Background: an optimization exercise with open tools, aiming at small area. Do not read the settings as production practice.
At most, simulation tests tie the RTL to the original design; equivalence was not proved.
For runs 1 to 4, only the layout was checked, not whether the RTL still works.
Power is estimated from default activity; no workload was simulated.

===== design.v =====
module meter_b (
    input  wire        clk,
    input  wire        rst,
    input  wire        rx_valid,
    input  wire [7:0]  rx_data,
    input  wire        clr_minmax,
    input  wire        tick,
    input  wire        cond_reset,
    input  wire [3:0]  cond1_index,
    input  wire [2:0]  cond1_cmp,
    input  wire [24:0] cond1_threshold,
    input  wire [15:0] cond1_duration,
    input  wire [3:0]  cond2_index,
    input  wire [2:0]  cond2_cmp,
    input  wire [24:0] cond2_threshold,
    input  wire [15:0] cond2_duration,
    input  wire [2:0]  rd_idx,
    output wire [24:0] rd_last,
    output wire [24:0] rd_min,
    output wire [24:0] rd_max,
    output reg         cond1_result,
    output reg         cond2_result,
    output reg  [15:0] good_count,
    output reg  [15:0] bad_count
);
    function slt;
        input [24:0] a, b;
        integer j;
        reg r;
        begin
            r = 1'b0;
            for (j = 0; j < 24; j = j + 1)
                r = (~a[j] & b[j]) | (~a[j] & r) | (b[j] & r);
            slt = (a[24] & ~b[24]) | (a[24] & r) | (~b[24] & r);
        end
    endfunction
    function uge16;
        input [15:0] a, b;
        integer j;
        reg r;
        begin
            r = 1'b1;
            for (j = 0; j < 16; j = j + 1)
                r = (a[j] & ~b[j]) | (a[j] & r) | (~b[j] & r);
            uge16 = r;
        end
    endfunction
    reg  [5:0] idx;      
    reg  [7:0] sum;      
    reg  [7:0] sum_n;
    reg  [8:0] sc;
    integer j;
    always @(*) begin
        sc[0] = 1'b0;
        for (j = 0; j < 8; j = j + 1) begin
            sum_n[j]  = sum[j] ^ rx_data[j] ^ sc[j];
            sc[j + 1] = (sum[j] & rx_data[j]) | (sum[j] & sc[j]) | (rx_data[j] & sc[j]);
        end
    end
    wire       idle   = (idx == 6'd0);
    wire       store  = rx_valid & ~idle;
    wire       lastb  = store & (idx == 6'd34);
    wire       ok     = (sum_n == 8'hFF);       
    wire       commit = lastb & ok;
    always @(posedge clk) begin
        if (rst)
            idx <= 6'd0;
        else if (rx_valid) begin
            if (idle) begin
                if (rx_data == 8'h55) idx <= 6'd1;
            end else if (idx == 6'd34)
                idx <= 6'd0;
            else
                idx <= idx + 6'd1;
        end
    end
    always @(posedge clk)
        if (rx_valid) sum <= idle ? 8'h55 : sum_n;
    reg  [7:0] bb [1:21];
    wire [7:0] wbyte = rst ? 8'h00 : rx_data;
    integer k;
    always @(posedge clk)
        for (k = 1; k <= 21; k = k + 1)
            if (rst | (store & (idx == k)))
                bb[k] <= wbyte;
    reg       busy;
    reg [4:0] t;
    reg       ty_fr, ty_cnt, ty_tk, ty_rst;
    always @(posedge clk) begin
        if (rst | lastb | tick) begin
            busy   <= 1'b1;
            t      <= 5'd0;
            ty_fr  <= ~rst & commit;
            ty_cnt <= rst | lastb;
            ty_tk  <= ~rst & tick;
            ty_rst <= rst;
        end else if (busy) begin
            t    <= t + 5'd1;
            if (t == 5'd31) busy <= 1'b0;
        end
    end
    reg  cg, cb;       
    wire rot_c = busy & ty_cnt & ~t[4];
    always @(posedge clk) begin
        if (rst | lastb) begin
            cg <= ~rst & ok;
            cb <= ~rst & ~ok;
        end else if (rot_c) begin
            good_count <= {~ty_rst & (good_count[0] ^ cg), good_count[15:1]};
            bad_count  <= {~ty_rst & (bad_count[0] ^ cb), bad_count[15:1]};
            cg <= cg & good_count[0];
            cb <= cb & bad_count[0];
        end
    end
    reg [23:0] last [0:6];
    integer q;
    always @(posedge clk)
        if (commit | (busy & ty_rst & (t == 5'd0)))
            for (q = 0; q < 7; q = q + 1)
                last[q] <= {bb[3*q+1], bb[3*q+2], bb[3*q+3]};
    reg [24:0] e_sum;
    reg [25:0] ec;
    reg [24:0] ea, eb;
    integer m;
    always @(*) begin
        ea = {last[5][23], last[5]};
        eb = {last[6][23], last[6]};
        ec[0] = 1'b0;
        for (m = 0; m < 25; m = m + 1) begin
            e_sum[m]  = ea[m] ^ eb[m] ^ ec[m];
            ec[m + 1] = (ea[m] & eb[m]) | (ea[m] & ec[m]) | (eb[m] & ec[m]);
        end
    end
    integer f;
    reg [23:0] max_u [0:2];    
    reg [22:0] max_s [3:6];    
    reg [23:0] max_e;          
    reg [23:0] min_s [3:6];    
    reg [24:0] min_e;          
    wire       early = busy & (t[4:3] == 2'b00);
    wire [2:0] sel = ~early ? rd_idx :
                     ty_tk  ? (t[0] ? cond2_index[2:0] : cond1_index[2:0]) :
                     t[2:0];
    reg [24:0] L, MN, MX;
    always @(*) begin
        case (sel)
            3'd0: L = {1'b0, last[0]};
            3'd1: L = {1'b0, last[1]};
            3'd2: L = {1'b0, last[2]};
            3'd3: L = {last[3][23], last[3]};
            3'd4: L = {last[4][23], last[4]};
            3'd5: L = {last[5][23], last[5]};
            3'd6: L = {last[6][23], last[6]};
            default: L = e_sum;
        endcase
        case (sel)
            3'd0: MX = {1'b0, max_u[0]};
            3'd1: MX = {1'b0, max_u[1]};
            3'd2: MX = {1'b0, max_u[2]};
            3'd3: MX = {2'b00, max_s[3]};
            3'd4: MX = {2'b00, max_s[4]};
            3'd5: MX = {2'b00, max_s[5]};
            3'd6: MX = {2'b00, max_s[6]};
            default: MX = {1'b0, max_e};
        endcase
        case (sel)
            3'd3: MN = {min_s[3][23], min_s[3]};
            3'd4: MN = {min_s[4][23], min_s[4]};
            3'd5: MN = {min_s[5][23], min_s[5]};
            3'd6: MN = {min_s[6][23], min_s[6]};
            3'd7: MN = min_e;
            default: MN = 25'd0;
        endcase
    end
    assign rd_last = L;
    assign rd_min  = MN;
    assign rd_max  = MX;
    wire lt_min = slt(L, MN);
    wire gt_max = slt(MX, L);
    wire        clr  = rst | clr_minmax;
    wire [24:0] W    = clr ? 25'd0 : L;
    wire        mm   = early & ty_fr;
    wire [2:0]  d    = t[2:0];
    always @(posedge clk) begin
        for (f = 0; f < 3; f = f + 1)
            if (clr | (mm & (d == f) & gt_max)) max_u[f] <= W[23:0];
        for (f = 3; f < 7; f = f + 1) begin
            if (clr | (mm & (d == f) & gt_max)) max_s[f] <= W[22:0];
            if (clr | (mm & (d == f) & lt_min)) min_s[f] <= W[23:0];
        end
        if (clr | (mm & (d == 3'd7) & gt_max)) max_e <= W[23:0];
        if (clr | (mm & (d == 3'd7) & lt_min)) min_e <= W;
    end
    wire        c2    = t[0];
    wire [24:0] th    = c2 ? cond2_threshold : cond1_threshold;
    wire [2:0]  ccmp  = c2 ? cond2_cmp : cond1_cmp;
    wire        cbad  = c2 ? cond2_index[3] : cond1_index[3];
    wire        th_lt = slt(th, L);       
    wire        th_gt = slt(L, th);       
    reg         hit;
    always @(*) begin
        case (ccmp)
            3'd0:    hit = th_lt;
            3'd1:    hit = ~th_gt;
            3'd2:    hit = ~th_lt & ~th_gt;
            3'd3:    hit = ~th_lt;
            3'd4:    hit = th_gt;
            3'd5:    hit = th_lt | th_gt;
            default: hit = 1'b0;
        endcase
    end
    wire c = ~cbad & hit;
    reg [31:0] held1, held2;
    reg        lo1, lo2, pend1, pend2;
    reg        inc1, inc2, ch1, ch2;
    wire ge1 = (lo1 & ((|held1[31:16]) | uge16(held1[15:0], cond1_duration))) |
               (cond1_duration == 16'd0);
    wire ge2 = (lo2 & ((|held2[31:16]) | uge16(held2[15:0], cond2_duration))) |
               (cond2_duration == 16'd0);
    wire step1 = busy & ty_tk & (t == 5'd0);
    wire step2 = busy & ty_tk & (t == 5'd1);
    wire rot_h = busy & ty_tk & (t[4] ^ t[3]);    
    always @(posedge clk) begin
        if (rst) begin
            cond1_result <= 1'b0; lo1 <= 1'b0; pend1 <= 1'b0;
        end else if (cond_reset) begin
            cond1_result <= 1'b0; pend1 <= 1'b1;
        end else if (step1) begin
            if (pend1 | ~c)
                cond1_result <= 1'b0;
            else if (ge1)
                cond1_result <= 1'b1;
            inc1  <= lo1 & c & ~pend1;
            lo1   <= c & ~pend1;
            pend1 <= 1'b0;
        end
    end
    always @(posedge clk) begin
        if (rst) begin
            cond2_result <= 1'b0; lo2 <= 1'b0; pend2 <= 1'b0;
        end else if (cond_reset) begin
            cond2_result <= 1'b0; pend2 <= 1'b1;
        end else if (step2) begin
            if (pend2 | ~c)
                cond2_result <= 1'b0;
            else if (ge2)
                cond2_result <= 1'b1;
            inc2  <= lo2 & c & ~pend2;
            lo2   <= c & ~pend2;
            pend2 <= 1'b0;
        end
    end
    wire [1:0] hb1 = inc1 ? held1[1:0] : 2'b00;
    wire [1:0] hb2 = inc2 ? held2[1:0] : 2'b00;
    wire [1:0] hs1 = {hb1[1] ^ (hb1[0] & ch1), hb1[0] ^ ch1};
    wire [1:0] hs2 = {hb2[1] ^ (hb2[0] & ch2), hb2[0] ^ ch2};
    always @(posedge clk) begin
        if (step1 | step2) begin
            ch1 <= 1'b1;
            ch2 <= 1'b1;
        end else if (rot_h) begin
            held1 <= {hs1, held1[31:2]};
            held2 <= {hs2, held2[31:2]};
            ch1   <= ch1 & hb1[0] & hb1[1];
            ch2   <= ch2 & hb2[0] & hb2[1];
        end
    end
endmodule

===== run.sh =====
#!/bin/bash
# synth_recipe.tcl (not shown) runs the flow's synth.tcl, then flattens the netlist and writes it again
# the make line also repeats each setting of config.mk as NAME=value (left out here)
make -C /OpenROAD-flow-scripts/flow DESIGN_CONFIG=/design/flow/config.mk WORK_HOME=/design/flow/orfs CLKGATE_MAP_FILE= SYNTH_SCRIPT=/design/flow/synth_recipe.tcl finish

===== config.mk =====
export PLATFORM = sky130hd
export DESIGN_NAME = meter_b
export DESIGN_NICKNAME = meter_b
export VERILOG_FILES = /design/flow/design.v
export SDC_FILE = /design/flow/constraint.sdc
export NUM_CORES = 4
export LEC_CHECK = 0
export ABC_AREA = 1
export CAP_MARGIN = 20
export CORE_MARGIN = 2
export CORE_UTILIZATION = 40
export CTS_BUF_LIST = sky130_fd_sc_hd__clkbuf_4
export PLACE_DENSITY = 0.6
export SLEW_MARGIN = 20

===== constraint.sdc =====
create_clock -name core_clock -period 12.0 [get_ports {clk}]
set_input_delay 2.4000 -clock core_clock [delete_from_list [all_inputs] [get_ports {clk}]]
set_output_delay 2.4000 -clock core_clock [all_outputs]
set_load 0.01 [all_outputs]

==> impl_metrics.yaml, run 1 <==
die:
  core_area_um2: 77590
  initial_cell_density_of_the_core_pct: 40.48
  floorplan.die_area_um2: 80780
  die-height_um: 284.2
  row_count: 102
  dieWidth_um: 284.2
  io_pins: 222
drt:
  vias_per_cell: 5.091
  total_length_of_routed_wires_um: 80300
  drt-initial-drc-count: 1654
  drcViolationCount: 0
  avgRoutedWirePerCell_um: 20.79
  detail_route.first_pass.iterations: 5
  vias: 19660
  final_antenna_net_count: 0
timing:
  maxSlewHeadroom_pct: 26.62
  final_max_slew_viol_count: 0
  layout_worst_path_cycle_share_pct: 106.8
  report.final.hold_viol_count: 0
  final.setup_skew_ns: 0.05775
  final.setup.tns_ns: -1.914
  setup_violations: 3
  worst_setup_slack_final_ns: -0.8109
  finalCriticalPeriod_ns: 12.81
  unrepaired_setup_endpoints_after_global_routing: "true"
  maxClockFrequency_mhz: 78.06
  timing_worst_slew_pin_value_ns: 1.093
placed_design:
  gp_congestion: 0.8470
  detailedPlacementHpwl_um: 52560
  numPlacedInstances: 3513
  portBuffers: 220
  placement.setup.worst_slack_ns: -0.8865
cts:
  cts-root-buf: "sky130_fd_sc_hd__clkbuf_4"
  clk_transition_reported_paths_ns: 0.06
  cts_buffer_count: 193
  clock_path_buffers: 3
  h_tree_levels: 4
  cts.sink_count: 777
  clock_latency_ns: 1.02
  cts.hold.buffers_added: 0
  tritoncts_clock_tree: "yes"
setup_path:
  startpoint_type: "register"
  path_class: "reg2out"
  cp.required_ns: 9.60
  critical-path-max-stage-delay_ns: 0.45
  cp_common_cell: "sky130_fd_sc_hd__fa_2"
  cp_max_fo: 2
  arrival_ns: 10.41
  slowest_stage: "sky130_fd_sc_hd__fa_1"
  worstSetupEndpointType: "primary output"
  r2r_setup_slack_ns: 1.10
grt:
  grt.busiest_layer: "met2"
  largest_net_degree_at_the_start_of_global_routing: 79
  grt_util_met3_pct: 4.061
  grt_pass1_wl_um: 119500
  grt_overflow_total: 0
  grt_use_met2_pct: 33.34
  first_global_vias: 20130
  groute.layer.met1.usage_pct: 24.78
  groute.usage.overall_pct: 19.74
  number_of_antenna_violations_at_the_first_check_in_global_routing: 2
logic_synthesis:
  synth_area_leaders: "sky130_fd_sc_hd__edfxtp_1 72%, sky130_fd_sc_hd__nand2_1 5.5%, sky130_fd_sc_hd__inv_1 2.8%, sky130_fd_sc_hd__fa_1 1.9%, sky130_fd_sc_hd__a22o_1 1.7%"
  yosysSeqAreaShare_pct: 73.65
  synth-seq-cells: 777
  synth_async_sr_flop_share_pct: 0
  syn-mean-instance-area_um2: 13.85
  nets_in_the_synthesized_netlist: 2431
  netlist_instances: 2268
  yosys.area.top_type_share_pct: 72.37
  yosysWarnings: 6
  synthesis.area_um2: 31410
  post_synth_num_cell_types: 65
  synth_edf_count: 757
  postSynth.topFlopCell: "sky130_fd_sc_hd__edfxtp_1"
  yosys.area.top_type: "sky130_fd_sc_hd__edfxtp_1"
power:
  power_density_nw_per_um2: 167.7
  power.switching_mw: 1.650
  power_frac_clock_pct: 34.2
  worst_vdd_drop_mv: 0.09018
  p_sw_share_pct: 26.24
  p_comb_share_pct: 13.3
  internal-power_mw: 4.640
  power.total_mw: 6.290
  power_frac_seq_pct: 52.5
  p_leak_nw: 14.57
layout:
  area.sequential_um2: 23130
  fin_cells: 3862
  finish.utilization_pct: 48.33
  nNetsFinal: 2836
  area_of_the_multi_input_gates_um2: 7023
  filler_cell_count: 6849
  flow.area_growth_from_synthesis_pct: 19.38
  fraction_of_final_layout_cells_with_drive_strength_greater_than_1_pct: 16.99
hold_path:
  classification_of_the_worst_slack_hold_path: "reg2reg"
flow_run:
  drv_cap: 0
outcome:
  failed_checks: "negative setup slack"
  result_of_the_run: "failed layout checks"
-- power by group through the flow --
stage                     sequential (mW)  combinational [mW]  clock (mW)
after floorplan                      3.35               0.450           0
after global placement               3.35               0.815           0
after detailed placement             3.36               0.830           0
after CTS                            3.30               0.842        2.20
after global routing                 3.32               0.912        2.35
final                                3.30               0.838        2.15
-- cell type report --
type	instances	area share, %
Clock inverter	72	1.084
Sequential cell	777	61.69
Antenna cell	2	0.01335
Inverter	260	2.626
Multi-Input combinational cell	1167	18.73
Tap cell	1040	3.470
Timing Repair Buffer	274	6.980
Clock buffer	270	5.405
-- Yosys cell counts (all sizes together) (5+ instances only) --
library cell,number
nor4,14
fa,30
or2,11
a221oi,61
nand4,37
and2,7
nand2,468
o221ai,7
nor2,117
dfxtp,20
buf,53
inv,258
ha,20
nand3,94
mux2i,23
o21ai,61
a32o,5
a22oi,13
clkbuf,11
a21boi,7
nor3,17
edfxtp,757
o211ai,5
a21oi,47
o22ai,29
a22o,61
-- layer usage --
metal  vias up  routed length, um
met5         -                  0
met4         0               2281
met3       115               5152
met2       646              40320
met1      9730              32550
li1       9172                  -
-- flip-flops by register name, indices dropped and copies added, names as in the netlist, 5 cells and up --
name	count
bad_count	16
bb	168
good_count	16
held1	32
held2	32
idx	6
last	168
max_e	24
max_s	92
max_u	72
min_e	25
min_s	96
sum	8
t	5
-- what timing repair did --
action                                  in CTS  in global routing
pin swaps                                    9                  5
resized for setup                           44                  4
endpoints found under the setup margin       7                  6
buffers inserted                             4                  1
cloned                                       0                  0
-- critical path, delay by kind of cell, from the launching register on --
kind                       cells  cell delay (ns)
DFF                            1             0.40
AOI/OAI and AO/OA              1             0.25
adders and majority gates     24             8.51
and+or+nand+nor                1             0.12
buffers and inverters          1             0.15
-- through the flow --
stage,area (um^2),hold slack [ns]
finish,37500,0.4016
global route,37500,0.4205
CTS,37450,0.4025
detailed placement,34920,0.4045
global placement,34900,0.4006
floorplan,31430,0.4003
-- path summary, 6_finish.rpt --
check                           startpoint           to  cells after the start
worst max-delay path            last[5][0]  rd_last[23]                     27
worst min-delay path             bb[14][1]   last[4][9]                      0
worst max register to register  last[5][0]     min_e[4]                     36
worst min register to register   bb[14][1]   last[4][9]                      0
-- cell usage in the layout (no fill, tap or decap), types with 29 or more instances in the layout --
cell	count
sky130_fd_sc_hd__nand4_1	36
sky130_fd_sc_hd__clkdlybuf4s50_1	214
sky130_fd_sc_hd__a22o_1	61
sky130_fd_sc_hd__clkinv_1	49
sky130_fd_sc_hd__inv_1	236
sky130_fd_sc_hd__buf_4	52
sky130_fd_sc_hd__clkbuf_4	270
sky130_fd_sc_hd__nor2_1	103
sky130_fd_sc_hd__edfxtp_1	757
sky130_fd_sc_hd__a21oi_1	44
sky130_fd_sc_hd__o21ai_0	37
sky130_fd_sc_hd__nand2_1	457
sky130_fd_sc_hd__nand3_1	79
sky130_fd_sc_hd__a221oi_1	53
sky130_fd_sc_hd__o22ai_1	29
-- kinds of logic after synthesis --
group / synth area share (%)
buffers and inverters: 4.509
and+or+nand+nor: 10.66
other: 0.01194
adders and majority gates: 2.709
AOI/OAI and AO/OA: 7.624
DFF: 73.65
muxes: 0.7329
xor gates and xnor gates: 0.1116
==> inputs of run 2 (changes only) <==
--- a/config.mk
+++ b/config.mk
@@ -10,5 +10,5 @@
 export CORE_MARGIN = 2
 export CORE_UTILIZATION = 40
-export CTS_BUF_LIST = sky130_fd_sc_hd__clkbuf_4
+export CTS_BUF_LIST = sky130_fd_sc_hd__clkbuf_8
 export PLACE_DENSITY = 0.6
 export SLEW_MARGIN = 20
==> run 2 against run 1 <==
Still fails the layout checks on negative setup slack. Design area decreased by 0.79%. Via count decreased by 2.1%. Wire length decreased by 0.62%.
==> impl_metrics.yaml, run 2 <==
layout:
  layout.cells.most_common: "sky130_fd_sc_hd__edfxtp_1"
  fin_cells: 3732
  layout_cell_area_excl_fill_um2: 37200
  nNetsFinal: 2762
  final_cell_mix: "757 x sky130_fd_sc_hd__edfxtp_1, 457 x sky130_fd_sc_hd__nand2_1, 273 x sky130_fd_sc_hd__inv_1, 215 x sky130_fd_sc_hd__clkdlybuf4s50_1, 118 x sky130_fd_sc_hd__clkbuf_8"
  biggestRegsByFlops: "bb x168, last x168, min_s x96"
  flow.area_growth_from_synthesis_pct: 18.44
  fraction_of_final_layout_cells_with_drive_strength_greater_than_1_pct: 11.93
setup_path:
  cp.required_ns: 9.60
  r2r_cells: 40
  cp_max_fo: 2
  worst_r2r_endpoint: "inc1"
  arrival_ns: 10.18
  startpoint_type: "register"
  r2r_setup_slack_ns: 0.98
  worst_r2r_startpoint: "last[5][0]"
  path_class: "reg2out"
  worstSetupEndpointType: "primary output"
timing:
  maxSlewHeadroom_pct: 26.97
  setup_violations: 3
  layout_worst_path_cycle_share_pct: 104.8
  finalCriticalPeriod_ns: 12.58
  final.setup_skew_ns: 0.04461
  worst_setup_slack_final_ns: -0.5814
  unrepaired_setup_endpoints_after_global_routing: "true"
  final_max_slew_viol_count: 0
  timing_worst_slew_pin_value_ns: 1.088
  maxClockFrequency_mhz: 79.48
  report.final.hold_viol_count: 0
logic_synthesis:
  yosys.area.top_type: "sky130_fd_sc_hd__edfxtp_1"
  netlist_instances: 2268
  synth-seq-cells: 777
  synth_edf_count: 757
  yosysMostFrequentCell: "sky130_fd_sc_hd__edfxtp_1"
  yosys.area.top_type_share_pct: 72.37
  synth_area_leaders: "sky130_fd_sc_hd__edfxtp_1 72%, sky130_fd_sc_hd__nand2_1 5.5%, sky130_fd_sc_hd__inv_1 2.8%, sky130_fd_sc_hd__fa_1 1.9%, sky130_fd_sc_hd__a22o_1 1.7%"
  yosysSeqAreaShare_pct: 73.65
  post_synth_num_cell_types: 65
  nets_in_the_synthesized_netlist: 2431
  synth_common_cells: "757 x sky130_fd_sc_hd__edfxtp_1, 458 x sky130_fd_sc_hd__nand2_1, 237 x sky130_fd_sc_hd__inv_1, 112 x sky130_fd_sc_hd__nor2_1, 80 x sky130_fd_sc_hd__nand3_1"
  synthesis.area_um2: 31410
  yosysWarnings: 6
  syn-mean-instance-area_um2: 13.85
  synth_async_sr_flop_share_pct: 0
  postSynth.topFlopCell: "sky130_fd_sc_hd__edfxtp_1"
drt:
  drcViolationCount: 0
  total_length_of_routed_wires_um: 79810
  avgRoutedWirePerCell_um: 21.39
  drt-initial-drc-count: 1660
  vias: 19260
  vias_per_cell: 5.161
  final_antenna_net_count: 0
  detail_route.first_pass.iterations: 7
power:
  worst_vdd_drop_mv: 0.08745
  power_frac_clock_pct: 32.5
  p_comb_share_pct: 13.6
  power_frac_seq_pct: 53.9
  power.switching_mw: 1.616
  power_density_nw_per_um2: 164.9
  internal-power_mw: 4.518
  p_sw_share_pct: 26.35
  p_leak_nw: 14.35
placed_design:
  numPlacedInstances: 3513
  placed_cell_area_um2: 34920
  portBuffers: 220
  detailedPlacementHpwl_um: 52560
  gp_congestion: 0.8470
  placement.setup.worst_slack_ns: -0.8865
outcome:
  result_of_the_run: "failed layout checks"
  failed_checks: "negative setup slack"
die:
  initial_cell_density_of_the_core_pct: 40.48
  core_area_um2: 77590
  io_pins: 222
  die-height_um: 284.2
  dieWidth_um: 284.2
  row_count: 102
  floorplan.die_area_um2: 80780
hold_path:
  classification_of_the_worst_slack_hold_path: "reg2reg"
  min_from: "bb[13][7]"
  min_delay_worst_endpoint: "last[4][23]"
  hold-path-cell-count: 0
cts:
  clock_latency_ns: 0.75
  h_tree_levels: 3
  cts_buffer_count: 118
  cts.sink_count: 777
  clk_transition_reported_paths_ns: 0.07
  clock_path_buffers: 3
  cts-root-buf: "sky130_fd_sc_hd__clkbuf_8"
  tritoncts_clock_tree: "yes"
grt:
  grt_overflow_total: 0
  first_global_vias: 19390
  groute.usage.overall_pct: 19.38
  grt_pass1_wl_um: 118300
  number_of_antenna_violations_at_the_first_check_in_global_routing: 2
  largest_net_degree_at_the_start_of_global_routing: 79
flow_run:
  drv_cap: 0
## run 2: layout make-up
type                       instances  area, um^2
sequential                       777       23130
tap                             1040        1301
clock buffer                     118        1624
fill                            6756       40390
clock inverter                    93       511.7
multi-input combinational       1167        7020
inverter                         260       984.7
timing repair buffer             275        2620
antenna                            2       5.005
## run 2: cells by family (layout without fill, tap and decap cells)
logic type      count (synthesis)  after routing  synth area share, %
other cells                     1              3              0.01194
flops                         777            777                73.65
fa+ha+maj                      50             50                2.709
buf+inv                       324            746                4.509
xor+xnor                        4              4               0.1116
compound gates                322            322                7.624
simple gates                  767            767                10.66
mux                            23             23               0.7329
## run 2: power by group through the flow
stage	clock network, mW	logic, mW	registers, mW
2_1_floorplan	0	0.450	3.35
3_3_place_gp	0	0.815	3.35
3_5_place_dp	0	0.830	3.36
4_1_cts	2.04	0.841	3.31
5_1_grt	2.16	0.910	3.32
6_report	1.99	0.837	3.30
## run 2: how the worst max path moves through the flow
stage,from,endpoint,slack [ns],depth (start not counted)
3_3_place_gp,last[5][0],rd_last[23],-0.85,27
6_report,last[5][0],rd_last[23],-0.58,27
4_1_cts,last[5][0],rd_last[23],-0.70,27
5_1_grt,last[5][0],rd_last[23],-0.81,27
2_1_floorplan,last[5][0],rd_last[23],0.04,26
3_5_place_dp,last[5][0],rd_last[23],-0.89,27
## run 2: metrics by stage
step           power, mW  utilization [%]  hold WS [ns]  TNS, ns
4_1_cts            6.183            47.87        0.3818   -1.574
3_5_place_dp       4.191            45.01        0.4045   -2.260
6_report           6.134            47.94        0.3953   -1.200
3_3_place_gp       4.163            44.97        0.4006   -2.148
2_1_floorplan      3.798                -        0.4003        0
5_1_grt            6.389            47.94        0.3980   -1.861
## run 2: what timing repair did
item / CTS / global route
setup buffers: 4 / 4
hold buffers: 0 / 0
gates resized for setup: 39 / 3
endpoints found under the setup margin: 6 / 5
pin swaps: 9 / 5
gates cloned: 0 / 0
## run 2: routing by layer
layer / routed length (um) / GRT usage (%)
met5: 0 / 0
met1: 33040 / 25.26
met3: 4756 / 3.058
met2: 39910 / 32.95
met4: 2098 / 6.829
## run 2: critical path, cell delays in order (launching register included)
cell                       delay [ns]
sky130_fd_sc_hd__edfxtp_1        0.40
sky130_fd_sc_hd__ha_2            0.20
sky130_fd_sc_hd__fa_2            0.34
sky130_fd_sc_hd__fa_2            0.35
sky130_fd_sc_hd__fa_2            0.34
sky130_fd_sc_hd__fa_2            0.35
sky130_fd_sc_hd__fa_2            0.35
sky130_fd_sc_hd__fa_2            0.35
sky130_fd_sc_hd__fa_2            0.35
sky130_fd_sc_hd__fa_2            0.38
sky130_fd_sc_hd__fa_2            0.38
sky130_fd_sc_hd__fa_2            0.36
sky130_fd_sc_hd__fa_2            0.35
sky130_fd_sc_hd__fa_2            0.38
sky130_fd_sc_hd__fa_2            0.35
sky130_fd_sc_hd__fa_2            0.37
sky130_fd_sc_hd__fa_2            0.39
sky130_fd_sc_hd__fa_2            0.36
sky130_fd_sc_hd__fa_2            0.35
sky130_fd_sc_hd__fa_2            0.38
sky130_fd_sc_hd__fa_2            0.35
sky130_fd_sc_hd__fa_2            0.34
sky130_fd_sc_hd__fa_2            0.35
sky130_fd_sc_hd__fa_2            0.36
sky130_fd_sc_hd__fa_1            0.45
sky130_fd_sc_hd__a221oi_2        0.25
sky130_fd_sc_hd__nand2_1         0.12
sky130_fd_sc_hd__buf_6           0.15
==> inputs of run 3 (changes only) <==
==> flow/run.sh (new file) <==
#!/bin/bash
# Layout flow: the standard ORFS flow, with three changes to how the
# layout is made:
#  - synthesis maps logic with an area-oriented ABC script (flow/abc_area.script);
#    the registers, their names and cells are those of the standard synthesis
#  - port buffers use the smallest buffer cell
#  - clock tree built from small clock buffers, without dummy loads
# Every tool's output goes to logs in this folder (make.log, orfs/logs/...).
set -euo pipefail
W=$PWD
rm -rf "$W/scripts_mod"
cp -r "$FLOW_HOME/scripts" "$W/scripts_mod"
cp "$W/flow/abc_area.script" "$W/scripts_mod/abc_area.script"

CTS="-sink_clustering_enable -repair_clock_nets -dont_use_dummy_load -buf_list sky130_fd_sc_hd__clkbuf_4"

make -C "$FLOW_HOME" DESIGN_CONFIG="$FLOW_CONFIG" WORK_HOME="$W/orfs" \
    CLKGATE_MAP_FILE= SYNTH_SCRIPT="$W/synth_recipe.tcl" \
    SCRIPTS_DIR="$W/scripts_mod" \
    BUFFER_PORTS_ARGS="-buffer_cell sky130_fd_sc_hd__buf_1" \
    CTS_ARGS="$CTS" \
    finish > "$W/make.log" 2>&1

R="$W/orfs/results/$FLOW_PLATFORM/meter_b/base"
: # left out here: write the final layout as DEF
==> flow/abc_area.script (new file) <==
strash
&get -n
&dch -f
&nf -R 1000
&put
topo
==> standard.sh (new file) <==
#!/bin/bash
# synth_recipe.tcl (not shown) runs the flow's synth.tcl, then flattens the netlist and writes it again
# the make line also repeats each setting of config.mk as NAME=value (left out here)
make -C /OpenROAD-flow-scripts/flow DESIGN_CONFIG=/design/flow/config.mk WORK_HOME=/design/flow/orfs CLKGATE_MAP_FILE= SYNTH_SCRIPT=/design/flow/synth_recipe.tcl "${@:-finish}"
--- a/config.mk
+++ b/config.mk
@@ -10,5 +10,4 @@
 export CORE_MARGIN = 2
 export CORE_UTILIZATION = 40
-export CTS_BUF_LIST = sky130_fd_sc_hd__clkbuf_8
 export PLACE_DENSITY = 0.6
 export SLEW_MARGIN = 20
removed: run.sh
==> run 3 against run 2 <==
Largest power group unchanged. Critical path depth did not move. The layout still fails its checks (negative setup slack). Via count fell by 8.5%. Combinational power fell by 15%. Flip-flop and latch count did not move. Power fell by 8.6%.
==> impl_metrics.yaml, run 3 <==
cts:
  clk_transition_reported_paths_ns: 0.07
  cts_buffer_count: 190
  tritoncts_clock_tree: "yes"
  clock_latency_ns: 1.02
  clock_path_buffers: 3
  cts.sink_count: 777
  h_tree_levels: 4
  cts-root-buf: "sky130_fd_sc_hd__clkbuf_4"
placed_design:
  placement.setup.worst_slack_ns: -0.5483
  detailedPlacementHpwl_um: 46430
  gp_congestion: 0.8350
  placed_cell_area_um2: 32500
  portBuffers: 220
  numPlacedInstances: 2948
grt:
  largest_net_degree_at_the_start_of_global_routing: 169
  groute.layer.met1.usage_pct: 26.05
  groute.usage.overall_pct: 19.42
  number_of_antenna_violations_at_the_first_check_in_global_routing: 2
  grt_use_met2_pct: 30.52
  grt_overflow_total: 0
  grt_util_met3_pct: 4.379
  first_global_vias: 17930
  grt.busiest_layer: "met2"
  grt_pass1_wl_um: 108700
die:
  io_pins: 222
  initial_cell_density_of_the_core_pct: 40.46
  row_count: 99
  die-height_um: 275.9
  dieWidth_um: 275.9
  floorplan.die_area_um2: 76120
  core_area_um2: 73080
setup_path:
  startpoint_type: "register"
  critical-path-max-stage-delay_ns: 0.48
  arrival_ns: 10.44
  cp_max_fo: 2
  slowest_stage: "sky130_fd_sc_hd__fa_1"
  path_class: "reg2out"
  cp_common_cell: "sky130_fd_sc_hd__fa_2"
  cp.required_ns: 9.60
  worstSetupEndpointType: "primary output"
logic_synthesis:
  synth_async_sr_flop_share_pct: 0
  postSynth.topFlopCell: "sky130_fd_sc_hd__edfxtp_1"
  synthesis.area_um2: 29570
  synth-seq-cells: 777
  yosysSeqAreaShare_pct: 78.23
  syn-mean-instance-area_um2: 17.39
  post_synth_num_cell_types: 53
  synth_common_cells: "757 x sky130_fd_sc_hd__edfxtp_1, 121 x sky130_fd_sc_hd__nand2_1, 109 x sky130_fd_sc_hd__a22oi_1, 82 x sky130_fd_sc_hd__clkinv_1, 82 x sky130_fd_sc_hd__nor2_1"
  synth_edf_count: 757
  yosysWarnings: 6
  yosys.area.top_type: "sky130_fd_sc_hd__edfxtp_1"
  yosysMostFrequentCell: "sky130_fd_sc_hd__edfxtp_1"
  synth_area_leaders: "sky130_fd_sc_hd__edfxtp_1 77%, sky130_fd_sc_hd__a22oi_1 2.8%, sky130_fd_sc_hd__fa_1 2.0%, sky130_fd_sc_hd__a222oi_1 1.9%, sky130_fd_sc_hd__nand2_1 1.5%"
  nets_in_the_synthesized_netlist: 1863
  yosys.area.top_type_share_pct: 76.88
  netlist_instances: 1700
drt:
  avgRoutedWirePerCell_um: 23.46
  total_length_of_routed_wires_um: 73730
  final_antenna_net_count: 0
  drt-initial-drc-count: 1910
  vias: 17610
  detail_route.first_pass.iterations: 22
  drcViolationCount: 0
  vias_per_cell: 5.604
layout:
  final_cell_mix: "757 x sky130_fd_sc_hd__edfxtp_1, 216 x sky130_fd_sc_hd__buf_1, 190 x sky130_fd_sc_hd__clkbuf_4, 121 x sky130_fd_sc_hd__nand2_1, 109 x sky130_fd_sc_hd__a22oi_1"
  fraction_of_final_layout_cells_with_drive_strength_greater_than_1_pct: 15.22
  nNetsFinal: 2347
  layout_cell_area_excl_fill_um2: 34040
  finish.utilization_pct: 46.58
  flow.area_growth_from_synthesis_pct: 15.12
  biggestRegsByFlops: "bb x168, last x168, min_s x96"
  fin_cells: 3143
  layout.cells.most_common: "sky130_fd_sc_hd__edfxtp_1"
timing:
  layout_worst_path_cycle_share_pct: 107.0
  maxClockFrequency_mhz: 77.89
  unrepaired_setup_endpoints_after_global_routing: "true"
  worst_setup_slack_final_ns: -0.8390
  final.setup_skew_ns: 0.1495
  final_max_slew_viol_count: 0
  setup_violations: 4
  finalCriticalPeriod_ns: 12.84
  report.final.hold_viol_count: 0
  timing_worst_slew_pin_value_ns: 1.059
  maxSlewHeadroom_pct: 29.12
power:
  worst_vdd_drop_mv: 0.05278
  power_density_nw_per_um2: 164.7
  power.total_mw: 5.606
  p_leak_nw: 11.66
outcome:
  failed_checks: "negative setup slack"
  result_of_the_run: "failed layout checks"
flow_run:
  drv_cap: 0
hold_path:
  classification_of_the_worst_slack_hold_path: "reg2reg"
run 3: what timing repair did:
item | in CTS | in global routing
resized for setup | 22 | 4
pin swaps | 6 | 2
buffers inserted | 3 | 0
endpoints found under the setup margin | 7 | 5
hold buffers | 0 | 0
run 3: kinds of logic (layout without fill, tap and decap cells):
group | after synthesis | count (layout) | share of synthesized area [%]
flip-flops | 777 | 777 | 78.23
AO/OA/AOI/OAI | 373 | 373 | 9.779
AND/OR/NAND/NOR | 333 | 333 | 5.230
adder cells (fa/ha/maj) | 94 | 94 | 4.367
buffers and inverters | 83 | 565 | 1.066
multiplexers | 34 | 34 | 1.168
XOR/XNOR | 5 | 5 | 0.1481
other | 1 | 3 | 0.01268
run 3: path summary, 6_finish.rpt:
kind | start | to | slack (ns) | cells past startpoint
setup / recovery | last[5][0] | rd_last[23] | -0.84 | 27
hold reg to reg | bb[21][7] | last[6][7] | 0.35 | 0
hold / removal | bb[21][7] | last[6][7] | 0.35 | 0
setup reg to reg | last[5][0] | lo1 | 0.69 | 37
run 3: cell type report:
cell class | instances | area (um^2)
repair buffers | 293 | 1570
well taps | 959 | 1200
clock buffers | 190 | 1426
multi-input cells | 840 | 6396
inverters | 82 | 310.3
flip-flops and latches | 777 | 23130
fillers | 6329 | 39040
diodes | 2 | 5.005
run 3: routing by layer:
layer,wire length (um),up-vias,share of wire (%)
met5,0,-,0
met4,2249,0,3.1
met3,5479,114,7.4
met2,35380,674,48
met1,30620,8876,42
li1,-,7949,-
run 3: per-stage QoR:
stage / hold WS [ns] / TNS, ns
3_3_place_gp: 0.4004 / -0.8476
2_1_floorplan: 0.4003 / -1.807
5_1_grt: 0.3657 / -3.815
3_5_place_dp: 0.4045 / -1.011
4_1_cts: 0.3631 / -3.014
6_report: 0.3538 / -2.242
run 3: critical path, delay by kind of cell (launching register included):
family	cells	cell delay [ns]
adder cells (fa/ha/maj)	24	8.59
buffers and inverters	2	0.26
flip-flops	1	0.40
AO/OA/AOI/OAI	1	0.26
run 3: report_power, final:
part | switching [mW] | internal [mW] | total [mW]
logic | 0.490 | 0.225 | 0.715
registers | 0.0689 | 3.24 | 3.31
clock network | 0.870 | 0.714 | 1.58
==> inputs of run 4 (changes only) <==
--- a/design.v
+++ b/design.v
@@ -119,16 +119,24 @@
             for (q = 0; q < 7; q = q + 1)
                 last[q] <= {bb[3*q+1], bb[3*q+2], bb[3*q+3]};
-    reg [24:0] e_sum;
-    reg [25:0] ec;
-    reg [24:0] ea, eb;
+    reg  [24:0] e_sum;
+    reg  [24:0] eci, eco;      
+    reg  [24:0] ea, eb;
+    reg         ec8_q, ec16_q;
     integer m;
     always @(*) begin
         ea = {last[5][23], last[5]};
         eb = {last[6][23], last[6]};
-        ec[0] = 1'b0;
         for (m = 0; m < 25; m = m + 1) begin
-            e_sum[m]  = ea[m] ^ eb[m] ^ ec[m];
-            ec[m + 1] = (ea[m] & eb[m]) | (ea[m] & ec[m]) | (eb[m] & ec[m]);
-        end
+            if (m == 0)       eci[m] = 1'b0;
+            else if (m == 8)  eci[m] = ec8_q;
+            else if (m == 16) eci[m] = ec16_q;
+            else              eci[m] = eco[m - 1];
+            e_sum[m] = ea[m] ^ eb[m] ^ eci[m];
+            eco[m]   = (ea[m] & eb[m]) | (ea[m] & eci[m]) | (eb[m] & eci[m]);
+        end
+    end
+    always @(posedge clk) begin
+        ec8_q  <= eco[7];
+        ec16_q <= eco[15];
     end
     integer f;
==> run 4 against run 3 <==
Now clean on timing, DRC and antenna. Non-clock buffer count is 3 higher. Global-route usage is 0.18 points higher. Sequential power hardly changed. Worst hold slack worse by 0.0027 ns. Power is 0.77% higher. Critical path depth is 12 higher. Sequential share of layout area is 0.22 points higher. Worst setup slack better by 2.0 ns.
==> impl_metrics.yaml, run 4 <==
drt:
  total_length_of_routed_wires_um: 74870
  vias: 17540
  final_antenna_net_count: 0
  avgRoutedWirePerCell_um: 23.87
  drt-initial-drc-count: 1782
  detail_route.first_pass.iterations: 19
  drcViolationCount: 0
  vias_per_cell: 5.591
timing:
  final_max_slew_viol_count: 0
  final.setup_skew_ns: 0.1377
  timing_worst_slew_pin_value_ns: 1.038
  setup_violations: 0
  maxClockFrequency_mhz: 92.33
  layout_worst_path_cycle_share_pct: 90.26
  worst_setup_slack_final_ns: 1.169
  finalCriticalPeriod_ns: 10.83
  unrepaired_setup_endpoints_after_global_routing: "false"
  final.setup.tns_ns: 0
  maxSlewHeadroom_pct: 30.83
  report.final.hold_viol_count: 0
cts:
  cts.sink_count: 779
  clock_path_buffers: 3
  cts_buffer_count: 192
  tritoncts_clock_tree: "yes"
  clk_transition_reported_paths_ns: 0.06
  cts_setup_buffers: 0
  h_tree_levels: 4
  post_cts_resized: 0
  cts.hold.buffers_added: 0
  clock_latency_ns: 1.05
  cts-root-buf: "sky130_fd_sc_hd__clkbuf_4"
placed_design:
  portBuffers: 220
  gp_congestion: 0.8130
  placement.setup.worst_slack_ns: 0.1912
  numPlacedInstances: 2940
  detailedPlacementHpwl_um: 49190
layout:
  fin_cells: 3137
  fraction_of_final_layout_cells_with_drive_strength_greater_than_1_pct: 15.23
  filler_cell_count: 6398
  final_cell_mix: "757 x sky130_fd_sc_hd__edfxtp_1, 219 x sky130_fd_sc_hd__buf_1, 192 x sky130_fd_sc_hd__clkbuf_4, 98 x sky130_fd_sc_hd__a22oi_1, 95 x sky130_fd_sc_hd__clkinv_1"
  layout.cells.most_common: "sky130_fd_sc_hd__edfxtp_1"
  finish.utilization_pct: 46.51
  biggestRegsByFlops: "bb x168, last x168, min_s x96"
  nNetsFinal: 2339
  flow.area_growth_from_synthesis_pct: 14.90
die:
  floorplan.die_area_um2: 76150
  core_area_um2: 73080
  dieWidth_um: 276.0
  die-height_um: 276.0
  io_pins: 222
  initial_cell_density_of_the_core_pct: 40.48
  row_count: 99
logic_synthesis:
  synth_edf_count: 757
  synth-seq-cells: 779
  yosys.area.top_type: "sky130_fd_sc_hd__edfxtp_1"
  synth_async_sr_flop_share_pct: 0
  nets_in_the_synthesized_netlist: 1850
  synth_common_cells: "757 x sky130_fd_sc_hd__edfxtp_1, 98 x sky130_fd_sc_hd__a22oi_1, 96 x sky130_fd_sc_hd__clkinv_1, 92 x sky130_fd_sc_hd__nand2_1, 77 x sky130_fd_sc_hd__nor2_1"
  yosys.area.top_type_share_pct: 76.84
  yosysMostFrequentCell: "sky130_fd_sc_hd__edfxtp_1"
  post_synth_num_cell_types: 47
  syn-mean-instance-area_um2: 17.54
  netlist_instances: 1687
  synthesis.area_um2: 29580
  synth_area_leaders: "sky130_fd_sc_hd__edfxtp_1 77%, sky130_fd_sc_hd__a22oi_1 2.5%, sky130_fd_sc_hd__a222oi_1 2.4%, sky130_fd_sc_hd__maj3_1 2.1%, sky130_fd_sc_hd__fa_1 2.0%"
  yosysSeqAreaShare_pct: 78.33
  postSynth.topFlopCell: "sky130_fd_sc_hd__edfxtp_1"
  yosysWarnings: 6
grt:
  largest_net_degree_at_the_start_of_global_routing: 80
  groute.usage.overall_pct: 19.60
  grt_pass1_wl_um: 109300
  first_global_vias: 17670
  number_of_antenna_violations_at_the_first_check_in_global_routing: 3
  grt_overflow_total: 0
power:
  worst_vdd_drop_mv: 0.07234
  power.total_mw: 5.649
  power_density_nw_per_um2: 166.2
  p_leak_nw: 11.67
setup_path:
  cp_common_cell: "sky130_fd_sc_hd__maj3_2"
  startpoint_type: "input port"
  slowest_stage: "sky130_fd_sc_hd__a222oi_1"
  worstSetupEndpointType: "register"
  critical-path-max-stage-delay_ns: 0.48
  cp_max_fo: 24
  r2r_cells: 40
  critical_path.top_delay_family: "adder cells"
  worstPathBufferInverterCount: 6
  arrival_ns: 11.55
  cp.depth: 39
  path_class: "in2reg"
  cp.required_ns: 12.72
flow_run:
  drv_cap: 0
outcome:
  result_of_the_run: "no timing/DRC/antenna violations"
hold_path:
  classification_of_the_worst_slack_hold_path: "reg2reg"
  hold-path-cell-count: 0
-- run 4: changes by cell type in the layout (fill, tap and decap cells not counted), sizes merged, moves of 7 or more --
cell,change
nand2,-29
nand3,+22
maj3,+19
mux2,+17
mux2i,-17
a21oi,+16
a222oi,+16
clkinv,+16
a22oi,-11
a2111oi,-8
a22o,-8
nand4,-8
o22ai,-7
-- run 4: stage by stage --
| stage | cell area (um^2) | hold WS, ns |
|---|---|---|
| 2_1_floorplan | 29760 | 0.4003 |
| 3_3_place_gp | 32490 | 0.4002 |
| 3_5_place_dp | 32520 | 0.4045 |
| 4_1_cts | 33960 | 0.3416 |
| 5_1_grt | 33990 | 0.3599 |
| 6_report | 33990 | 0.3511 |
-- run 4: report_power, final --
part / internal, mW / switching, mW / total [mW] / leakage [nW]
registers: 3.25 / 0.0720 / 3.32 / 7.87
logic: 0.218 / 0.498 / 0.716 / 2.92
clock network: 0.721 / 0.893 / 1.61 / 0.883
-- run 4: cell type report --
type	count	area, um^2	share of cell area, %
well taps	959	1200	3.530
clock buffers	192	1441	4.240
repair buffers	296	1496	4.402
inverters	96	365.4	1.075
multi-input cells	811	6305	18.55
diodes	4	10.01	0.02945
flip-flops and latches	779	23170	68.17
-- run 4: cell families after synthesis --
logic type	synth area share, %
and+or+nand+nor	4.749
adders and majority gates	5.007
muxes	1.239
other	0.01268
AOI/OAI and AO/OA	9.304
xor gates and xnor gates	0.1184
buffers and inverters	1.243
DFF	78.33
-- run 4: worst paths after layout --
path	from	endpoint	slack, ns
worst max-delay path	cond1_index[1]	min_s[5][2]	1.17
worst min-delay path	bb[7][6]	last[2][22]	0.35
worst max register to register	t[4]	min_s[5][2]	1.81
worst min register to register	bb[7][6]	last[2][22]	0.35
-- run 4: per-layer routing --
layer / track usage [%] / vias up / wire (um)
met3: 4.569 / 113 / 4941
met2: 31.26 / 699 / 36420
met4: 8.036 / 0 / 2329
met1: 25.97 / 8844 / 31180
met5: 0 / - / 0
li1: - / 7882 / -
-- run 4: worst reg2reg max path: cells and delay by family (launching register included) --
| kind | cells | cell delay (ns) |
|---|---|---|
| flops | 1 | 0.39 |
| fa+ha+maj | 23 | 6.81 |
| buf+inv | 6 | 0.96 |
| simple gates | 4 | 0.58 |
| compound gates | 7 | 1.15 |
==> inputs of run 5 (changes only) <==
--- a/design.v
+++ b/design.v
@@ -84,10 +84,8 @@
             if (rst | (store & (idx == k)))
                 bb[k] <= wbyte;
-    reg       busy;
-    reg [4:0] t;
+    reg [4:0] t;        
     reg       ty_fr, ty_cnt, ty_tk, ty_rst;
     always @(posedge clk) begin
         if (rst | lastb | tick) begin
-            busy   <= 1'b1;
             t      <= 5'd0;
             ty_fr  <= ~rst & commit;
@@ -95,11 +93,9 @@
             ty_tk  <= ~rst & tick;
             ty_rst <= rst;
-        end else if (busy) begin
-            t    <= t + 5'd1;
-            if (t == 5'd31) busy <= 1'b0;
-        end
+        end else if (t != 5'd31)
+            t <= t + 5'd1;
     end
     reg  cg, cb;       
-    wire rot_c = busy & ty_cnt & ~t[4];
+    wire rot_c = ty_cnt & ~t[4];
     always @(posedge clk) begin
         if (rst | lastb) begin
@@ -116,5 +112,5 @@
     integer q;
     always @(posedge clk)
-        if (commit | (busy & ty_rst & (t == 5'd0)))
+        if (commit | (ty_rst & (t == 5'd0)))
             for (q = 0; q < 7; q = q + 1)
                 last[q] <= {bb[3*q+1], bb[3*q+2], bb[3*q+3]};
@@ -146,5 +142,5 @@
     reg [23:0] min_s [3:6];    
     reg [24:0] min_e;          
-    wire       early = busy & (t[4:3] == 2'b00);
+    wire       early = (t[4:3] == 2'b00);
     wire [2:0] sel = ~early ? rd_idx :
                      ty_tk  ? (t[0] ? cond2_index[2:0] : cond1_index[2:0]) :
@@ -219,17 +215,15 @@
     end
     wire c = ~cbad & hit;
-    reg [31:0] held1, held2;
-    reg        lo1, lo2, pend1, pend2;
-    reg        inc1, inc2, ch1, ch2;
-    wire ge1 = (lo1 & ((|held1[31:16]) | uge16(held1[15:0], cond1_duration))) |
-               (cond1_duration == 16'd0);
-    wire ge2 = (lo2 & ((|held2[31:16]) | uge16(held2[15:0], cond2_duration))) |
-               (cond2_duration == 16'd0);
-    wire step1 = busy & ty_tk & (t == 5'd0);
-    wire step2 = busy & ty_tk & (t == 5'd1);
-    wire rot_h = busy & ty_tk & (t[4] ^ t[3]);    
+    reg [15:0] held1, held2;
+    reg        pend1, pend2;
+    reg        keep1, keep2, ch1, ch2;
+    wire ge1 = uge16(held1, cond1_duration);
+    wire ge2 = uge16(held2, cond2_duration);
+    wire step1 = ty_tk & (t == 5'd0);
+    wire step2 = ty_tk & (t == 5'd1);
+    wire rot_h = (ty_tk | ty_rst) & (t[4] ^ t[3]);    
     always @(posedge clk) begin
         if (rst) begin
-            cond1_result <= 1'b0; lo1 <= 1'b0; pend1 <= 1'b0;
+            cond1_result <= 1'b0; pend1 <= 1'b0; keep1 <= 1'b0;
         end else if (cond_reset) begin
             cond1_result <= 1'b0; pend1 <= 1'b1;
@@ -239,6 +233,5 @@
             else if (ge1)
                 cond1_result <= 1'b1;
-            inc1  <= lo1 & c & ~pend1;
-            lo1   <= c & ~pend1;
+            keep1 <= c & ~pend1;
             pend1 <= 1'b0;
         end
@@ -246,5 +239,5 @@
     always @(posedge clk) begin
         if (rst) begin
-            cond2_result <= 1'b0; lo2 <= 1'b0; pend2 <= 1'b0;
+            cond2_result <= 1'b0; pend2 <= 1'b0; keep2 <= 1'b0;
         end else if (cond_reset) begin
             cond2_result <= 1'b0; pend2 <= 1'b1;
@@ -254,13 +247,8 @@
             else if (ge2)
                 cond2_result <= 1'b1;
-            inc2  <= lo2 & c & ~pend2;
-            lo2   <= c & ~pend2;
+            keep2 <= c & ~pend2;
             pend2 <= 1'b0;
         end
     end
-    wire [1:0] hb1 = inc1 ? held1[1:0] : 2'b00;
-    wire [1:0] hb2 = inc2 ? held2[1:0] : 2'b00;
-    wire [1:0] hs1 = {hb1[1] ^ (hb1[0] & ch1), hb1[0] ^ ch1};
-    wire [1:0] hs2 = {hb2[1] ^ (hb2[0] & ch2), hb2[0] ^ ch2};
     always @(posedge clk) begin
         if (step1 | step2) begin
@@ -268,8 +256,8 @@
             ch2 <= 1'b1;
         end else if (rot_h) begin
-            held1 <= {hs1, held1[31:2]};
-            held2 <= {hs2, held2[31:2]};
-            ch1   <= ch1 & hb1[0] & hb1[1];
-            ch2   <= ch2 & hb2[0] & hb2[1];
+            held1 <= {keep1 & (held1[0] ^ ch1), held1[15:1]};
+            held2 <= {keep2 & (held2[0] ^ ch2), held2[15:1]};
+            ch1   <= ch1 & held1[0];
+            ch2   <= ch2 & held2[0];
         end
     end
--- a/flow/run.sh
+++ b/flow/run.sh
@@ -13,5 +13,5 @@
 cp "$W/flow/abc_area.script" "$W/scripts_mod/abc_area.script"
 
-CTS="-sink_clustering_enable -repair_clock_nets -dont_use_dummy_load -buf_list sky130_fd_sc_hd__clkbuf_4"
+CTS="-sink_clustering_enable -repair_clock_nets -dont_use_dummy_load -buf_list sky130_fd_sc_hd__clkbuf_4 -sink_clustering_size 10 -sink_clustering_max_diameter 50"
 
 make -C "$FLOW_HOME" DESIGN_CONFIG="$FLOW_CONFIG" WORK_HOME="$W/orfs" \
--- a/config.mk
+++ b/config.mk
@@ -8,6 +8,6 @@
 export ABC_AREA = 1
 export CAP_MARGIN = 20
-export CORE_MARGIN = 2
-export CORE_UTILIZATION = 40
+export CORE_AREA = 2.3 2.72 253.3 253.2
+export DIE_AREA = 0 0 256 256
 export PLACE_DENSITY = 0.6
 export SLEW_MARGIN = 20
==> run 5 against run 4 <==
Critical path type unchanged. Wire length down 4.9%. Clock skew down 0.050 ns. Critical path depth down 4. Sequential power down 4%. Still clean. Sequential share of layout area up 1.9 points. Register-to-register slack better by 0.13 ns.
==> impl_metrics.yaml, run 5 <==
outcome:
  result_of_the_run: "no timing/DRC/antenna violations"
drt:
  drt-initial-drc-count: 1798
  vias_per_cell: 5.812
  detail_route.first_pass.iterations: 7
  avgRoutedWirePerCell_um: 24.99
  vias: 16550
  drcViolationCount: 0
  final_antenna_net_count: 0
  total_length_of_routed_wires_um: 71180
placed_design:
  detailedPlacementHpwl_um: 46340
  portBuffers: 220
  placed_cell_area_um2: 30890
  placement.setup.worst_slack_ns: 0.3037
  gp_congestion: 0.8598
logic_synthesis:
  synth_edf_count: 723
  synth_common_cells: "723 x sky130_fd_sc_hd__edfxtp_1, 95 x sky130_fd_sc_hd__clkinv_1, 93 x sky130_fd_sc_hd__nand2_1, 86 x sky130_fd_sc_hd__a22oi_1, 78 x sky130_fd_sc_hd__a222oi_1"
  post_synth_and_or_nand_nor_area_fraction_pct: 4.451
  yosysWarnings: 6
  synthesis.area_um2: 28310
  yosysSeqAreaShare_pct: 78.18
  synth_area_leaders: "sky130_fd_sc_hd__edfxtp_1 77%, sky130_fd_sc_hd__a222oi_1 2.8%, sky130_fd_sc_hd__a22oi_1 2.3%, sky130_fd_sc_hd__fa_1 2.1%, sky130_fd_sc_hd__maj3_1 1.7%"
  synth_fa_ha_area_share_pct: 4.579
  post_synth_num_cell_types: 46
  yosysMostFrequentCell: "sky130_fd_sc_hd__edfxtp_1"
  yosys.area.top_type: "sky130_fd_sc_hd__edfxtp_1"
  synth-seq-cells: 744
  synth_compound_area_share_pct: 10.03
  parity_gate_share_of_the_synthesized_area_counting_xor_and_xnor_cells_pct: 0.1547
  synth_async_sr_flop_share_pct: 0
  syn-mean-instance-area_um2: 17.44
  yosys.area.top_type_share_pct: 76.69
  postSynth.topFlopCell: "sky130_fd_sc_hd__edfxtp_1"
  synth_top_family_by_area: "compound AO/OA/AOI/OAI gates"
  nets_in_the_synthesized_netlist: 1784
  yosys-mux-area-fraction_pct: 1.313
  netlist_instances: 1623
grt:
  largest_net_degree_at_the_start_of_global_routing: 85
  grt_overflow_total: 0
  first_global_vias: 16620
  groute.usage.overall_pct: 21.66
  grt_pass1_wl_um: 105800
  number_of_antenna_violations_at_the_first_check_in_global_routing: 3
timing:
  maxSlewHeadroom_pct: 28.02
  layout_worst_path_cycle_share_pct: 90.69
  timing_worst_slew_pin_value_ns: 1.078
  worst_setup_slack_final_ns: 1.117
  final.setup_skew_ns: 0.08812
  report.final.hold_viol_count: 0
  finalCriticalPeriod_ns: 10.88
  setup_violations: 0
  unrepaired_setup_endpoints_after_global_routing: "false"
  maxClockFrequency_mhz: 91.89
  final_max_slew_viol_count: 0
  final.setup.tns_ns: 0
  timing.hold.ws_ns: 0.3816
cts:
  cts-root-buf: "sky130_fd_sc_hd__clkbuf_4"
  cts.hold.buffers_added: 0
  clock_latency_ns: 0.86
  clock_path_buffers: 3
  cts_setup_buffers: 0
  tritoncts_clock_tree: "yes"
  clk_transition_reported_paths_ns: 0.10
  cts_buffer_count: 90
  h_tree_levels: 3
  cts.sink_count: 744
  post_cts_resized: 0
layout:
  finish.utilization_pct: 50.37
  layout_cell_area_excl_fill_um2: 31600
  layout.cells.most_common: "sky130_fd_sc_hd__edfxtp_1"
  biggestRegsByFlops: "bb x168, last x168, min_s x96"
  nNetsFinal: 2159
  filler_cell_count: 5257
  fraction_of_final_layout_cells_with_drive_strength_greater_than_1_pct: 9.770
  flow.area_growth_from_synthesis_pct: 11.61
  final_cell_mix: "723 x sky130_fd_sc_hd__edfxtp_1, 219 x sky130_fd_sc_hd__buf_1, 94 x sky130_fd_sc_hd__clkinv_1, 92 x sky130_fd_sc_hd__nand2_1, 90 x sky130_fd_sc_hd__clkbuf_4"
die:
  initial_cell_density_of_the_core_pct: 45.13
  io_pins: 222
  core_area_um2: 62740
  floorplan.die_area_um2: 65540
  dieWidth_um: 256
  die-height_um: 256
  row_count: 92
setup_path:
  arrival_ns: 11.34
  cp_max_fo: 25
  cp.required_ns: 12.46
  slowest_stage: "sky130_fd_sc_hd__o21ai_1"
  path_class: "in2reg"
  startpoint_type: "input port"
  worstSetupEndpointType: "register"
  critical-path-max-stage-delay_ns: 0.45
  cp_common_cell: "sky130_fd_sc_hd__maj3_1"
power:
  worst_vdd_drop_mv: 0.05860
  p_leak_nw: 10.66
  power_density_nw_per_um2: 157.6
flow_run:
  drv_cap: 0
hold_path:
  classification_of_the_worst_slack_hold_path: "reg2reg"
run 5: cell types whose count changed in the layout (fill, tap and decap cells not counted), sizes merged, moves of 7 or more:
cell	delta
clkbuf	-102
edfxtp	-34
nand4	-7
a222oi	+7
buf	-12
nor4	-17
o21ai	+10
maj3	-16
a22oi	-12
run 5: routing by layer:
layer / global-route usage (%) / routed length (um)
met1: 28.36 / 28910
met2: 36.17 / 35270
met3: 3.783 / 4569
met4: 8.561 / 2431
met5: 0 / 0
run 5: cell families (layout without fill, tap and decap cells):
kind of cell               Yosys count  in the layout
muxes                               34             34
other                                1              7
buffers and inverters               96            469
xor gates and xnor gates             5              5
adders and majority gates           95             95
DFF                                744            744
AOI/OAI and AO/OA                  372            372
and+or+nand+nor                    276            276
run 5: path summary, 6_finish.rpt:
kind / from / end / slack, ns / depth (start not counted)
min: bb[2][5] / last[0][13] / 0.38 / 0
min reg2reg: bb[2][5] / last[0][13] / 0.38 / 0
max: cond1_index[0] / min_e[2] / 1.12 / 35
max reg2reg: t[4] / min_e[2] / 1.94 / 34
run 5: worst max-delay path, delay by kind of cell:
kind | cells | cell delay, ns
adders and majority gates | 17 | 6.12
and+or+nand+nor | 3 | 0.61
buffers and inverters | 1 | 0.08
AOI/OAI and AO/OA | 14 | 2.09
run 5: final cells by class:
cell class | count | area [um^2] | share of cell area (%)
Clock buffer | 90 | 675.6 | 2.138
Tap cell | 846 | 1059 | 3.350
Sequential cell | 744 | 22130 | 70.05
Inverter | 95 | 361.6 | 1.144
Timing Repair Buffer | 284 | 1308 | 4.138
Multi-Input combinational cell | 783 | 6046 | 19.13
Antenna cell | 6 | 15.01 | 0.04752
run 5: where the power goes:
part / switching [mW] / total [mW] / leakage, nW / internal [mW]
Clock: 0.762 / 1.11 / 0.414 / 0.345
Combinational: 0.484 / 0.691 / 2.69 / 0.207
Sequential: 0.0726 / 3.18 / 7.56 / 3.11
Total: 1.32 / 4.98 / 10.7 / 3.66
run 5: through the flow:
step | power, mW | cells
after detailed placement | 3.936 | 2752
after global routing | 5.179 | 2848
after global placement | 3.917 | 2752
final | 4.980 | 2848
after floorplan | 3.599 | 1623
after CTS | 5.024 | 2842
==> inputs of run 6 (changes only) <==
==> flow/abc_area.script (replaced) <==
strash
&get -n
&deepsyn -T 20
&dch -f
&nf -R 1000
&put
topo
==> run 6 against run 5 <==
Still clean on timing, DRC and antenna. Flip-flop and latch count stayed put. Highest routed layer unchanged. Power increased by 0.31%. Fmax increased by 18%. Core utilization down 0.49 points. Area after synthesis is essentially flat. Critical path type unchanged. Wire length fell by 0.12%.
==> impl_metrics.yaml, run 6 <==
setup_path:
  timing.critical_path.from: "cond1_index[2]"
  r2r_cells: 29
  path_class: "in2reg"
  worstSetupEndpointType: "register"
  startpoint_type: "input port"
  cp.required_ns: 12.55
  r2r_setup_slack_ns: 3.50
  critical-path-max-stage-delay_ns: 0.56
  cp_max_fo: 43
  worst_r2r_startpoint: "last[5][0]"
  arrival_ns: 9.78
  slowest_stage: "sky130_fd_sc_hd__o21ai_0"
  timing.critical_path.to: "min_s[5][0]"
  worst_r2r_endpoint: "max_s[4][14]"
  cp_common_cell: "sky130_fd_sc_hd__a21oi_1"
logic_synthesis:
  synth_common_cells: "723 x sky130_fd_sc_hd__edfxtp_1, 125 x sky130_fd_sc_hd__clkinv_1, 123 x sky130_fd_sc_hd__nand2_1, 106 x sky130_fd_sc_hd__a222oi_1, 82 x sky130_fd_sc_hd__nor2_1"
  yosysSeqAreaShare_pct: 78.20
  synth_area_leaders: "sky130_fd_sc_hd__edfxtp_1 77%, sky130_fd_sc_hd__a222oi_1 3.7%, sky130_fd_sc_hd__fa_1 2.1%, sky130_fd_sc_hd__clkinv_1 1.7%, sky130_fd_sc_hd__nand2_1 1.6%"
  post_synth_num_cell_types: 53
  postSynth.topFlopCell: "sky130_fd_sc_hd__edfxtp_1"
  yosys.area.top_type: "sky130_fd_sc_hd__edfxtp_1"
  yosys.area.top_type_share_pct: 76.71
  yosysMostFrequentCell: "sky130_fd_sc_hd__edfxtp_1"
  synth-seq-cells: 744
  synthesis.area_um2: 28300
  yosysWarnings: 6
  synth_async_sr_flop_share_pct: 0
  synth_edf_count: 723
  syn-mean-instance-area_um2: 16.99
  netlist_instances: 1666
  nets_in_the_synthesized_netlist: 1827
timing:
  finalCriticalPeriod_ns: 9.235
  maxClockFrequency_mhz: 108.3
  timing_worst_slew_pin_value_ns: 1.117
  report.final.hold_viol_count: 0
  timing.hold.ws_ns: 0.3804
  final.setup.tns_ns: 0
  maxSlewHeadroom_pct: 25.52
  unrepaired_setup_endpoints_after_global_routing: "false"
  layout_worst_path_cycle_share_pct: 76.95
  final_max_slew_viol_count: 0
  setup_violations: 0
  final.setup_skew_ns: 0.1220
layout:
  fraction_of_final_layout_cells_with_drive_strength_greater_than_1_pct: 8.193
  flow.area_growth_from_synthesis_pct: 10.56
  biggestRegsByFlops: "bb x168, last x168, min_s x96"
  fin_cells: 2861
  final_cell_mix: "723 x sky130_fd_sc_hd__edfxtp_1, 219 x sky130_fd_sc_hd__buf_1, 124 x sky130_fd_sc_hd__clkinv_1, 122 x sky130_fd_sc_hd__nand2_1, 106 x sky130_fd_sc_hd__a222oi_1"
  layout.cells.most_common: "sky130_fd_sc_hd__edfxtp_1"
  nNetsFinal: 2177
  finish.utilization_pct: 49.88
  filler_cell_count: 5266
power:
  power_density_nw_per_um2: 159.6
  power.total_mw: 4.995
  p_sw_share_pct: 26.72
  p_comb_share_pct: 13.9
  power.switching_mw: 1.335
  power_frac_seq_pct: 64.2
  internal-power_mw: 3.660
  p_leak_nw: 10.55
  power_frac_clock_pct: 21.9
  worst_vdd_drop_mv: 0.06361
cts:
  clock_latency_ns: 0.88
  h_tree_levels: 3
  tritoncts_clock_tree: "yes"
  cts-root-buf: "sky130_fd_sc_hd__clkbuf_4"
  post_cts_resized: 0
  cts_setup_buffers: 0
  cts_buffer_count: 88
  cts.hold.buffers_added: 0
  clk_transition_reported_paths_ns: 0.10
  cts.sink_count: 744
  clock_path_buffers: 3
drt:
  total_length_of_routed_wires_um: 71100
  drcViolationCount: 0
  detail_route.first_pass.iterations: 9
  vias_per_cell: 5.797
  drt-initial-drc-count: 1916
  vias: 16580
  final_antenna_net_count: 0
  avgRoutedWirePerCell_um: 24.85
grt:
  number_of_antenna_violations_at_the_first_check_in_global_routing: 2
  grt_overflow_total: 0
  largest_net_degree_at_the_start_of_global_routing: 77
  first_global_vias: 16480
  grt_pass1_wl_um: 105500
  groute.usage.overall_pct: 21.54
die:
  io_pins: 222
  die-height_um: 256
  initial_cell_density_of_the_core_pct: 45.11
  dieWidth_um: 256
  floorplan.die_area_um2: 65540
  row_count: 92
  core_area_um2: 62740
placed_design:
  portBuffers: 220
  gp_congestion: 0.8888
  detailedPlacementHpwl_um: 46990
  numPlacedInstances: 2772
flow_run:
  drv_cap: 0
outcome:
  result_of_the_run: "no timing/DRC/antenna violations"
hold_path:
  classification_of_the_worst_slack_hold_path: "reg2reg"
-- run 6: cell families (layout without fill, tap and decap cells) --
group,count (synthesis),count (layout),share of synthesized area (%)
mux,27,27,1.004
xor+xnor,4,4,0.1238
other cells,1,2,0.01325
compound gates,378,378,10.35
fa+ha+maj,58,58,3.272
buf+inv,126,474,1.684
flops,744,744,78.20
simple gates,328,328,5.354
-- run 6: metrics by stage --
step	area, um^2	setup slack [ns]
after floorplan	28300	1.435
after global placement	30580	1.892
after detailed placement	30600	1.905
after CTS	31260	2.788
after global routing	31290	2.308
final	31290	2.765
-- run 6: area by class of cell --
type / count / area [um^2] / area share [%]
inverter: 125 / 469.2 / 1.500
antenna: 1 / 2.502 / 0.007997
sequential: 744 / 22130 / 70.73
multi-input combinational: 796 / 5832 / 18.64
timing repair buffer: 261 / 1135 / 3.627
tap: 846 / 1059 / 3.383
clock buffer: 88 / 660.6 / 2.111
-- run 6: worst min-delay path by stage --
stage	from	end	slack (ns)	cells after the start
6_report	bb[15][4]	last[4][4]	0.38	0
5_1_grt	bb[15][4]	last[4][4]	0.40	0
3_5_place_dp	bb[1][2]	last[0][18]	0.40	0
3_3_place_gp	bb[20][7]	last[6][15]	0.40	0
4_1_cts	bb[15][4]	last[4][4]	0.38	0
2_1_floorplan	bb[3][0]	last[0][0]	0.40	0
-- run 6: layer usage --
layer	routed length [um]	global-route usage, %
met1	29480	29.80
met4	2284	8.398
met2	33560	33.96
met5	0	0
met3	5779	4.139
-- run 6: critical path: cells and delay by family --
| kind | cells | cell delay [ns] |
|---|---|---|
| AOI/OAI and AO/OA | 23 | 5.05 |
| and+or+nand+nor | 6 | 1.24 |
| buffers and inverters | 4 | 1.07 |
-- run 6: power groups by stage --
stage | Clock, mW | Sequential (mW) | Combinational [mW]
6_report | 1.10 | 3.21 | 0.693
5_1_grt | 1.22 | 3.23 | 0.749
4_1_cts | 1.13 | 3.21 | 0.690
3_5_place_dp | 0 | 3.27 | 0.688
3_3_place_gp | 0 | 3.26 | 0.677
2_1_floorplan | 0 | 3.25 | 0.380

==> separate check: timing with driven ports <==
The results above use ideal ports. As a check the final layouts listed here were re-extracted and re-timed, cells and wires unchanged.
Step 1, drivers: a clkbuf_16 drives clk and a buf_2 each remaining input, both assumed.
Step 2 moves the port delays by t, midway between the first and last clock arrival at a register: inputs arrive t later, outputs are due t later. That takes back most of the time a late clock gives input paths.
a / b / c = ideal / step 1 / step 2; a / b = the first two.
run	t, ns	setup slack, ns	cell pins on the clock port's net
run 1	1.047	-0.811 / -0.868 / 0.179	1
run 2	0.786	-0.581 / -0.638 / 0.147	1
run 3	0.999	-0.839 / -0.897 / 0.102	1
run 4	1.032	1.169 / 1.200 / 0.168	1
run 5	0.867	1.117 / 1.151 / 0.284	1
run 6	0.872	2.765 / 2.801 / 1.929	1
The setup slack of run 4, which loses most, moves by +0.031 ns with the drivers and by -1.001 ns with both steps.
